Source: an optimization exercise on an open RTL-to-GDS flow (aim: small area, a short achievable clock period and few clock cycles). Production flows keep margins and buffers that such runs may drop.
In this exercise RTL edits were held to simulation tests only and were not proved equivalent to the original.
Power and IR drop assume default switching activity.

Design gsm7_codec, start of the top module:
module gsm7_codec (
    input  wire        clk,
    input  wire        rst,
    input  wire        cmd_valid,
    output wire        cmd_ready,
    input  wire        cmd_dec,       
    input  wire [2:0]  cmd_pad,       
    input  wire [8:0]  cmd_len,       
    input  wire        in_valid,
    output wire        in_ready,
    input  wire [15:0] in_data,
    output reg         out_valid,
    output wire [15:0] out_data,
    output reg         done,
    output wire        done_err,
    output wire [8:0]  done_pos,
    output wire        done_escp
);
Size in the first run: ~910 cells after synthesis, ~64 I/O pins, roughly 0.0058 sq mm of cells after synthesis.
clock: 8.0 ns
lec_check: 0
abc_area: 1
abc_clock_period_in_ps: 3000
cap_margin: 20
core_margin: 5
core_utilization: 25
cts_buf_list: sky130_fd_sc_hd__clkbuf_2 sky130_fd_sc_hd__clkbuf_4
cts_cluster_size: 30
setup_slack_margin: 5
slew_margin: 20
standard.sh (not shown) runs the stock make flow with config.mk's settings and CLKGATE_MAP_FILE= SYNTH_SCRIPT=/design/flow/synth_recipe.tcl, a recipe that flattens the netlist after the stock synthesis.
==> flow/flow/run.sh <==
#!/bin/bash
# Own flow: the standard flow, with the port buffers made from the
# smallest buffer cell instead of the default choice.
set -euo pipefail
# the standard synthesis, unchanged
bash standard.sh synth > synth.log 2>&1
# the rest of the standard flow
bash standard.sh 'BUFFER_PORTS_ARGS=-buffer_cell sky130_fd_sc_hd__buf_1' finish > layout.log 2>&1
The baseline finished clean.
Testbench counts at the start, summed over its fixed seeds: cycles 15,854.
Change:
--- a/flow/config.mk
+++ b/flow/config.mk
@@ -13 +13 @@
-export CTS_BUF_LIST = sky130_fd_sc_hd__clkbuf_2 sky130_fd_sc_hd__clkbuf_4
+export CTS_BUF_LIST = sky130_fd_sc_hd__clkbuf_4 sky130_fd_sc_hd__clkbuf_8
@@ -16,0 +17 @@
+export TNS_END_PERCENT = 20
Result: The new run completed without violations; final cell count goes down slightly; utilization goes down by 0.14 points; clock skew goes down by 3.3 ps; combinational power goes down slightly; via count barely changes; wire length goes down slightly; power goes up by a few percent.
Change:
--- a/flow/config.mk
+++ b/flow/config.mk
@@ -14,0 +15 @@
+export GPL_TIMING_DRIVEN = 0
@@ -17 +17,0 @@
-export TNS_END_PERCENT = 20
What happened:
- via count climbs by a few percent
- synthesized cell count does not change
- synthesized area does not change
- core utilization climbs by 1.1 points
Change:
==> flow/flow/run.sh (replaced) <==
#!/bin/bash
set -euo pipefail
# the standard synthesis, unchanged
bash standard.sh synth > synth.log 2>&1
# the rest of the standard flow
bash standard.sh 'BUFFER_PORTS_ARGS=-buffer_cell sky130_fd_sc_hd__buf_1' \
    SETUP_SLACK_MARGIN=5.15 finish > layout.log 2>&1
--- a/flow/config.mk
+++ b/flow/config.mk
@@ -15 +14,0 @@
-export GPL_TIMING_DRIVEN = 0
After rerunning:
- flip-flop and latch count does not change
- synthesized area is unchanged
- wire length went up by about 0.6%
- non-clock buffer count rises by 6
- via count climbs by 1.5%
- first-iteration DRC count rises by about 20%
Change:
==> flow/flow/run.sh (replaced) <==
#!/bin/bash
# Own flow: the standard flow, with the port buffers made from the
# smallest buffer cell instead of the default choice.
set -euo pipefail
# the standard synthesis, unchanged
bash standard.sh synth > synth.log 2>&1
# the rest of the standard flow
bash standard.sh 'BUFFER_PORTS_ARGS=-buffer_cell sky130_fd_sc_hd__buf_1' finish > layout.log 2>&1
--- a/flow/config.mk
+++ b/flow/config.mk
@@ -13,2 +13,3 @@
-export CTS_BUF_LIST = sky130_fd_sc_hd__clkbuf_4 sky130_fd_sc_hd__clkbuf_8
-export CTS_CLUSTER_SIZE = 30
+export CTS_BUF_LIST = sky130_fd_sc_hd__clkbuf_16
+export CTS_CLUSTER_DIAMETER = 500
+export CTS_CLUSTER_SIZE = 100
After rerunning:
- final cell count goes down by 2.3%
- total power goes up by 2.2%
- sequential share of layout area goes up by 1.2 points
- worst setup slack gets worse by 80 ps
- flip-flop and latch count is unchanged
Change:
--- a/flow/config.mk
+++ b/flow/config.mk
@@ -13,3 +13,3 @@
-export CTS_BUF_LIST = sky130_fd_sc_hd__clkbuf_16
-export CTS_CLUSTER_DIAMETER = 500
-export CTS_CLUSTER_SIZE = 100
+export CTS_BUF_LIST = sky130_fd_sc_hd__clkbuf_4 sky130_fd_sc_hd__clkbuf_8
+export CTS_CLUSTER_SIZE = 30
+export GPL_ROUTABILITY_DRIVEN = 0
=> Worst setup slack is worse by 13 ps; register-to-register slack got worse by 60 ps; total power went down by about 8%; critical path depth rose by 12; maximum frequency came out lower by about 0.46%; first-iteration DRC count climbs by about 30%; combinational power barely changes.


Setup of P:
Another version of the RTL of gsm7_codec (not shown whole).
Size in the first run: about 740 cells after synthesis, about 69 flip-flops, ~6200 um2 of cells after synthesis.
## gsm7_codec
module gsm7_codec (
    input  wire        clk,
    input  wire        rst,
    input  wire        cmd_valid,
    output wire        cmd_ready,
    input  wire        cmd_dec,       
    input  wire [2:0]  cmd_pad,       
    input  wire [8:0]  cmd_len,       
    input  wire        in_valid,
    output wire        in_ready,
    input  wire [15:0] in_data,
    output reg         out_valid,
    output wire [15:0] out_data,
    output reg         done,
    output wire        done_err,
    output wire [8:0]  done_pos,
    output wire        done_escp
);
    localparam [6:0] ESC_MARK = 7'h1B;
    reg         busy;        
    reg         fresh;       
    reg         dec;         
    reg         cmd_rdy;
    reg         in_rdy;
    reg         fin;         
    reg  [8:0]  cnt;         
    reg         zw;          
    reg  [15:0] w;           
    reg         v0, v1;      
    reg         wesc;        
    reg         half;        
    reg  [2:0]  n;           
    reg  [6:0]  acc;         
    reg         esc;
    reg         err;
    reg  [8:0]  pos;         
  ...
==> flow/config.mk <==
export PLATFORM = sky130hd
export DESIGN_NAME = gsm7_codec
export DESIGN_NICKNAME = gsm7_codec
export VERILOG_FILES = /design/flow/design.v
export SDC_FILE = /design/flow/constraint.sdc
export NUM_CORES = 4
export LEC_CHECK = 0
export ABC_CLOCK_PERIOD_IN_PS = 3000
export CAP_MARGIN = 20
export CORE_MARGIN = 5
export CORE_UTILIZATION = 25
export CTS_BUF_LIST = sky130_fd_sc_hd__clkbuf_4 sky130_fd_sc_hd__clkbuf_8
export CTS_CLUSTER_SIZE = 30
export SETUP_SLACK_MARGIN = 5
export SLEW_MARGIN = 20
==> flow/constraint.sdc <==
create_clock -name core_clock -period 8.0 [get_ports {clk}]
set_input_delay 1.6000 -clock core_clock [delete_from_list [all_inputs] [get_ports {clk}]]
set_output_delay 1.6000 -clock core_clock [all_outputs]
set_load 0.01 [all_outputs]
==> flow/flow/run.sh <==
#!/bin/bash
# Own flow: the standard flow, with the port buffers made from the
# smallest buffer cell instead of the default choice.
set -euo pipefail
# the standard synthesis, unchanged
bash standard.sh synth > synth.log 2>&1
# the rest of the standard flow
bash standard.sh 'BUFFER_PORTS_ARGS=-buffer_cell sky130_fd_sc_hd__buf_1' finish > layout.log 2>&1
Testbench counts of P, summed over its fixed seeds: cycles 15,854.
## Diff of input files: Q against P
- an added CTS_CLUSTER_DIAMETER of 200
- a change of CTS_CLUSTER_SIZE from 30 to 60
### Flow results
- Diff P -> Q: fmax stayed essentially flat, post-route setup TNS stayed essentially flat, sequential power stayed essentially flat.
Input changes introduced in R (baseline for comparison: Q):
- a change of CAP_MARGIN from 20 to 0
- a deleted CTS_CLUSTER_DIAMETER that had been 200
- a change of SLEW_MARGIN from 20 to 0
- a change of CTS_CLUSTER_SIZE from 60 to 30
--- outcome ---
Comparing R against Q, there is no change at all in global-route total usage across every layer. R -> Q: routed wire length delta 0, exact match. Antenna diode instance count came out exactly the same in Q and R. Q -> R: final setup TNS delta 0, exact match. From Q to R the numbers moved as follows: power has remained practically unchanged, switching power of the nets was more or less identical, cell count after synthesis roughly the same.


job 3260:
gsm7_codec again, from the RTL that the note above started with.
==> flow/design.v (excerpt) <==
module gsm7_codec (
    input  wire        clk,
    input  wire        rst,
    input  wire        cmd_valid,
    output wire        cmd_ready,
    input  wire        cmd_dec,       
    input  wire [2:0]  cmd_pad,       
    input  wire [8:0]  cmd_len,       
    input  wire        in_valid,
    output wire        in_ready,
    input  wire [15:0] in_data,
    output reg         out_valid,
    output wire [15:0] out_data,
    output reg         done,
    output wire        done_err,
    output wire [8:0]  done_pos,
    output wire        done_escp
);
clock: 8.0 ns
lec_check: 0
abc_clock_period_in_ps: 3000
cap_margin: 20
core_margin: 5
core_utilization: 25
cts_buf_list: sky130_fd_sc_hd__clkbuf_4 sky130_fd_sc_hd__clkbuf_8
cts_cluster_size: 30
setup_slack_margin: 5
slew_margin: 20
==> flow/flow/run.sh <==
#!/bin/bash
set -euo pipefail
# the standard synthesis, unchanged
bash standard.sh synth > synth.log 2>&1
# the rest of the standard flow
bash standard.sh 'BUFFER_PORTS_ARGS=-buffer_cell sky130_fd_sc_hd__buf_1' \
    SETUP_SLACK_MARGIN=5.3 finish > layout.log 2>&1
Job 3260 finished every step from synthesis to the final layout, and the layout passed the timing, DRC and antenna checks.
Testbench counts of job 3260, summed over its fixed seeds: cycles 15,854.
[inputs] job 9135 vs job 3260
==> flow/flow/run.sh <==
#!/bin/bash
# Own flow: the standard flow, with the port buffers made from the
# smallest buffer cell instead of the default choice.
set -euo pipefail
# the standard synthesis, unchanged
bash standard.sh synth > synth.log 2>&1
# the rest of the standard flow
bash standard.sh 'BUFFER_PORTS_ARGS=-buffer_cell sky130_fd_sc_hd__buf_1' finish > layout.log 2>&1
diff --git a/flow/config.mk b/flow/config.mk
--- a/flow/config.mk
+++ b/flow/config.mk
@@ -10,5 +10,6 @@
 export CORE_MARGIN = 5
-export CORE_UTILIZATION = 25
+export CORE_UTILIZATION = 45
 export CTS_BUF_LIST = sky130_fd_sc_hd__clkbuf_4 sky130_fd_sc_hd__clkbuf_8
 export CTS_CLUSTER_SIZE = 30
+export PLACE_DENSITY = 0.7
 export SETUP_SLACK_MARGIN = 5
==> comparison <==
Job 3260 → job 9135: worst-case register-to-register setup slack went up by 30 ps; first-pass GRT wire length dropped 3000 um; number of vias after detailed routing -238. Commonest non-fill, non-tap cell in the layout: buf_4 -> job 3260, nor2_1 -> job 9135.
For job 4989, these inputs were changed with respect to job 9135:
==> flow/flow/run.sh <==
#!/bin/bash
set -euo pipefail
# the standard synthesis, unchanged
bash standard.sh synth > synth.log 2>&1
# the rest of the standard flow
bash standard.sh 'BUFFER_PORTS_ARGS=-buffer_cell sky130_fd_sc_hd__buf_1' \
    SETUP_SLACK_MARGIN=5.2 finish > layout.log 2>&1
diff --git a/flow/config.mk b/flow/config.mk
--- a/flow/config.mk
+++ b/flow/config.mk
@@ -7,2 +7,3 @@
 export LEC_CHECK = 0
+export ABC_AREA = 1
 export ABC_CLOCK_PERIOD_IN_PS = 3000
@@ -10,6 +11,5 @@
 export CORE_MARGIN = 5
-export CORE_UTILIZATION = 45
+export CORE_UTILIZATION = 25
 export CTS_BUF_LIST = sky130_fd_sc_hd__clkbuf_4 sky130_fd_sc_hd__clkbuf_8
 export CTS_CLUSTER_SIZE = 30
-export PLACE_DENSITY = 0.7
 export SETUP_SLACK_MARGIN = 5
## What came out
Summary of job 4989 over job 9135: compound-gate portion of the synthesized area went down by 8.0 points; largest stage delay on the critical path went down by 100 ps; post-layout instance area went up by 1.9%; overall power consumption went up by about 10%. Against job 9135, sum of routed wire length over all layers in job 4989 rose by a few percent. Core util | job 4989 vs job 9135 | job 4989 lower.
Relative to job 4989, the following input files were edited for job 2954:
==> flow/flow/run.sh <==
#!/bin/bash
# Own flow: the standard flow, with the port buffers made from the
# smallest buffer cell instead of the default choice.
set -euo pipefail
# the standard synthesis, unchanged
bash standard.sh synth > synth.log 2>&1
# the rest of the standard flow
bash standard.sh 'BUFFER_PORTS_ARGS=-buffer_cell sky130_fd_sc_hd__buf_1' finish > layout.log 2>&1
### Flow results
Job 2954 vs job 4989 — met2 wire length dropped about 4%.
Job 2954 ends up with a maximum frequency from static timing analysis that is 2.8% lower than in job 4989.
Count of instances resized after the clock tree is built, job 4989 and job 2954: larger value in job 4989
From job 4989 to job 2954 the numbers moved as follows: power share of the combinational group has decreased; post-route DRC violation count saw little to no change; worst endpoint data arrival time +50 ps; final setup TNS held; routed via count divided by cell count decreased by about 1.8% relative to the old numbers.
From job 4989 to job 2954 the numbers moved as follows: setup slack of the critical path after layout fell 80 ps, clock network power share fell 1.9 points, detailed-route wire length on metal 1 rose 0.71%.


Setup of the baseline:
gsm7_codec again, from the RTL that the note above started with.
Settings: LEC_CHECK=0, ABC_AREA=1, ABC_CLOCK_PERIOD_IN_PS=2500, CAP_MARGIN=20, CORE_MARGIN=5, CORE_UTILIZATION=25, CTS_BUF_LIST=sky130_fd_sc_hd__clkbuf_4 sky130_fd_sc_hd__clkbuf_8, CTS_CLUSTER_SIZE=30, SETUP_SLACK_MARGIN=5, SLEW_MARGIN=20; clock period 8.0 ns.
==> flow/flow/run.sh <==
#!/bin/bash
# Own flow: the standard flow, with the port buffers made from the
# smallest buffer cell instead of the default choice.
set -euo pipefail
# the standard synthesis, unchanged
bash standard.sh synth > synth.log 2>&1
# the rest of the standard flow
bash standard.sh 'BUFFER_PORTS_ARGS=-buffer_cell sky130_fd_sc_hd__buf_1' finish > layout.log 2>&1
Per the final summary, the baseline finished and its layout is clean on timing, DRC and antenna.
Testbench counts of the baseline, summed over its fixed seeds: cycles 15,854.
diff inputs: the baseline => the candidate
# the baseline
export LEC_CHECK = 0
export ABC_AREA = 1
export ABC_CLOCK_PERIOD_IN_PS = 2500
export CAP_MARGIN = 20
export CORE_MARGIN = 5
export CORE_UTILIZATION = 25
export CTS_BUF_LIST = sky130_fd_sc_hd__clkbuf_4 sky130_fd_sc_hd__clkbuf_8
export CTS_CLUSTER_SIZE = 30
export SETUP_SLACK_MARGIN = 5
export SLEW_MARGIN = 20
create_clock -name core_clock -period 8.0 [get_ports {clk}]
# the candidate
export LEC_CHECK = 0
export ABC_AREA = 1
export CAP_MARGIN = 20
export CORE_MARGIN = 5
export CORE_UTILIZATION = 25
export CTS_BUF_LIST = sky130_fd_sc_hd__clkbuf_4 sky130_fd_sc_hd__clkbuf_8
export CTS_CLUSTER_SIZE = 30
export SETUP_SLACK_MARGIN = 5
export SLEW_MARGIN = 20
create_clock -name core_clock -period 8.0 [get_ports {clk}]
Results
Number of top-level design ports: the candidate vs the baseline identical
Re global-route wire length before repair: no difference whatsoever between the candidate and the baseline.
The candidate vs. the baseline: count of input and output buffers ~0 delta, number of standard cells in the layout, taps in and fillers out did not really move, sequential power closely matched the old numbers, remaining number of nets flagged by the antenna check after routing roughly the same, worst clock skew on the final layout held steady.
There was hardly any difference in total standard cell area after synthesis between the baseline and the candidate.

[re-timing with driven ports]
No port has a modelled driver above. Below, the same layouts with a new extraction and two added sets of constraints. Step 1: set_driving_cell puts a clkbuf_16 on clk and a buf_2 on each other input, an assumption about the parent block. Step 2, shift: input delay + t, output delay - t, t = (earliest + latest rising clock arrival at the registers) / 2. This alone moves slack from input paths to output paths. Three values: ideal ports, drivers, drivers and shift; two values: the first two.
| run | t, ns | setup WS [ns] | slew at the worst register clock pin (ns) | worst slew at a driven data input, ns |
|---|---|---|---|---|
| the first run of note 1 | 0.463 | 5.155 / 5.148 / 4.698 | 0.11 / 0.11 | 0.03 |
| the second run of note 1 | 0.391 | 5.026 / 5.026 / 4.703 | 0.08 / 0.08 | 0.03 |
| the third run of note 1 | 0.395 | 5.165 / 5.165 / 4.894 | 0.08 / 0.08 | 0.04 |
| the fourth run of note 1 | 0.382 | 5.245 / 5.252 / 4.870 | 0.08 / 0.08 | 0.04 |
| the fifth run of note 1 | 0.374 | 5.164 / 5.178 / 4.804 | 0.06 / 0.06 | 0.03 |
| the sixth run of note 1 | 0.393 | 5.151 / 5.151 / 4.832 | 0.07 / 0.07 | 0.04 |
| P | 0.412 | 5.010 / 5.010 / 4.858 | 0.09 / 0.09 | 0.06 |
| Q | 0.412 | 5.010 / 5.010 / 4.858 | 0.09 / 0.09 | 0.06 |
| R | 0.412 | 5.010 / 5.010 / 4.858 | 0.09 / 0.09 | 0.06 |
| job 3260 | 0.412 | 5.000 / 5.000 / 4.907 | 0.09 / 0.09 | 0.06 |
| job 9135 | 0.406 | 5.030 / 5.030 / 4.879 | 0.08 / 0.08 | 0.04 |
| job 4989 | 0.411 | 5.244 / 5.244 / 4.891 | 0.09 / 0.09 | 0.04 |
| job 2954 | 0.403 | 5.165 / 5.165 / 4.835 | 0.09 / 0.09 | 0.03 |
| the baseline | 0.403 | 5.165 / 5.165 / 4.835 | 0.09 / 0.09 | 0.03 |
| the candidate | 0.403 | 5.165 / 5.165 / 4.835 | 0.09 / 0.09 | 0.03 |
After both steps every run listed still meets setup and hold. The setup slack of the first run of note 1, which loses most, moves by -0.007 ns with the drivers and by -0.457 ns with both steps.
